From an optimization exercise on the open Yosys and OpenROAD flow, aimed at small area, a short achievable clock period and few clock cycles; shortcuts taken in it are not production practice.
The RTL was checked by simulation tests, not by an equivalence proof against the original design.
Power figures rest on the tool's default switching activity, not on a simulated workload.

==> flow/design.v (excerpt) <==
module passende_enc (
    input  wire        clk,
    input  wire        rst,             
    input  wire [6:0]  cfg_dpg,
    input  wire [1:0]  cfg_round,       
    input  wire [5:0]  cfg_mask_len,
    input  wire [62:0] cfg_mask,
    input  wire        cmd_valid,
    output wire        cmd_ready,
    input  wire [7:0]  cmd,
    input  wire [31:0] op_min,
    input  wire [31:0] op_max,
    input  wire [31:0] op_val,
    input  wire [31:0] op_n,
    output wire        rsp_valid,
    input  wire        rsp_ready,
    output wire [1:0]  rsp_kind,
    output wire [31:0] rsp_cnt,
    output wire        out_valid,
    input  wire        out_ready,
    output wire [7:0]  out_char
);
    localparam [31:0] POLY = 32'hEDB88320;
    localparam [3:0] S_IDLE = 4'b0001;    
    localparam [3:0] S_PREP = 4'b0010;    
    localparam [3:0] S_RUN  = 4'b0100;    
    localparam [3:0] S_RSP  = 4'b1000;    
    localparam [1:0] M_DATA  = 2'd0;
    localparam [1:0] M_CHECK = 2'd1;
    localparam [1:0] M_PAD   = 2'd2;
    reg [62:0] mask;
    reg [5:0]  mlen;            
    reg [6:0]  dpg;
  ...
For scale: ~3100 cells after synthesis, roughly 270 flip-flops, about 260 I/O pins, ~26000 um^2 of cells after synthesis.
==> flow/config.mk <==
export PLATFORM = sky130hd
export DESIGN_NAME = passende_enc
export DESIGN_NICKNAME = passende_enc
export VERILOG_FILES = /design/flow/design.v
export SDC_FILE = /design/flow/constraint.sdc
export NUM_CORES = 4
export LEC_CHECK = 0
export CAP_MARGIN = 0
export CORE_MARGIN = 2
export CORE_UTILIZATION = 25
export PLACE_DENSITY = 0.5
export SETUP_SLACK_MARGIN = 5
export SLEW_MARGIN = 0
export TNS_END_PERCENT = 5
==> flow/constraint.sdc <==
create_clock -name core_clock -period 10.0 [get_ports {clk}]
set_input_delay 2.0000 -clock core_clock [delete_from_list [all_inputs] [get_ports {clk}]]
set_output_delay 2.0000 -clock core_clock [all_outputs]
set_load 0.01 [all_outputs]
standard.sh (not shown) runs the stock make flow with config.mk's settings and CLKGATE_MAP_FILE= SYNTH_SCRIPT=/design/flow/synth_recipe.tcl, a recipe that flattens the netlist after the stock synthesis.
==> flow/flow/run.sh <==
#!/bin/bash
set -euo pipefail
bash standard.sh SETUP_SLACK_MARGIN=5.5 finish > standard_flow.log 2>&1
Testbench counts at the start, summed over its fixed seeds: cycles 16,110.
Change:
==> flow/flow/run.sh (replaced) <==
#!/bin/bash
set -euo pipefail
bash standard.sh SETUP_SLACK_MARGIN=6 finish > standard_flow.log 2>&1
Settings changed: CAP_MARGIN 0 to 20, SLEW_MARGIN 0 to 20.
=> Register-to-register slack is better by 0.14 ns; sequential power hardly moves; total power rises by 2.5%; non-clock buffer count rose by 136; wire length went up by 2.3%; synthesized area stays the same.

========
Another version of the RTL of passende_enc (not shown whole).
Size: roughly 3,000 cells after synthesis, roughly 260 flip-flops, about 260 I/O pins, about 25,000 um2 of cells after synthesis.
==> flow/config.mk <==
export PLATFORM = sky130hd
export DESIGN_NAME = passende_enc
export DESIGN_NICKNAME = passende_enc
export VERILOG_FILES = /design/flow/design.v
export SDC_FILE = /design/flow/constraint.sdc
export NUM_CORES = 4
export LEC_CHECK = 0
export CAP_MARGIN = 20
export CORE_MARGIN = 2
export CORE_UTILIZATION = 25
export CTS_CLUSTER_DIAMETER = 80
export CTS_CLUSTER_SIZE = 30
export PLACE_DENSITY = 0.5
export SETUP_SLACK_MARGIN = 5
export SLEW_MARGIN = 20
export TNS_END_PERCENT = 5
==> flow/constraint.sdc <==
create_clock -name core_clock -period 10.0 [get_ports {clk}]
set_input_delay 2.0000 -clock core_clock [delete_from_list [all_inputs] [get_ports {clk}]]
set_output_delay 2.0000 -clock core_clock [all_outputs]
set_load 0.01 [all_outputs]
==> flow/flow/run.sh <==
#!/bin/bash
set -euo pipefail
bash standard.sh SETUP_SLACK_MARGIN=5.6 finish > standard_flow.log 2>&1
The baseline finished with timing, DRC and antenna clean.
Testbench counts at the start, summed over its fixed seeds: cycles 16,110.
Edit:
==> flow/flow/run.sh (replaced) <==
#!/bin/bash
set -euo pipefail
bash standard.sh SETUP_SLACK_MARGIN=5.5 finish > standard_flow.log 2>&1
CTS_CLUSTER_DIAMETER = default   (was 80)
CTS_CLUSTER_SIZE = default   (was 30)
Result:
- clock-buffer cell count is higher by 23
- total power hardly moves
- wire length barely changes
- worst setup slack degrades by 64 ps
- sequential cell count is unchanged
- synthesized area is unchanged
- maximum frequency drops slightly

static timing again, ports no longer ideal:
No port has a modelled driver above. Below, the same layouts with a new extraction and two added sets of constraints. Step 1 (the two cells are an assumption about what drives the block):
set clk [get_ports {clk}]
set_driving_cell -lib_cell sky130_fd_sc_hd__clkbuf_16 $clk
set_driving_cell -lib_cell sky130_fd_sc_hd__buf_2 [delete_from_list [all_inputs] $clk]
Step 2 times the ports against the registers' clock, not the clock port: input delays grow and output delays shrink by t, the midpoint of the rising clock arrivals with the driver on. Slacks: ideal ports / drivers / drivers and shift; pairs: ideal ports / drivers.
run | t (ns) | setup slack, ns | worst setup path at the end | slew at the worst register clock pin (ns)
the first run of note 1 | 0.660 | 5.398 / 5.420 / 4.760 | input to register | 0.07 / 0.07
the second run of note 1 | 0.661 | 5.612 / 5.623 / 4.962 | input to register | 0.07 / 0.07
the first run of note 2 | 0.661 | 5.564 / 5.586 / 4.937 | input to register | 0.10 / 0.10
the second run of note 2 | 0.635 | 5.500 / 5.513 / 4.878 | input to register | 0.07 / 0.07
After both steps setup and hold are still met in every run listed. For the second run of note 1, which loses most, drivers alone change the setup slack by +0.011 ns; drivers and shift together by -0.650 ns.
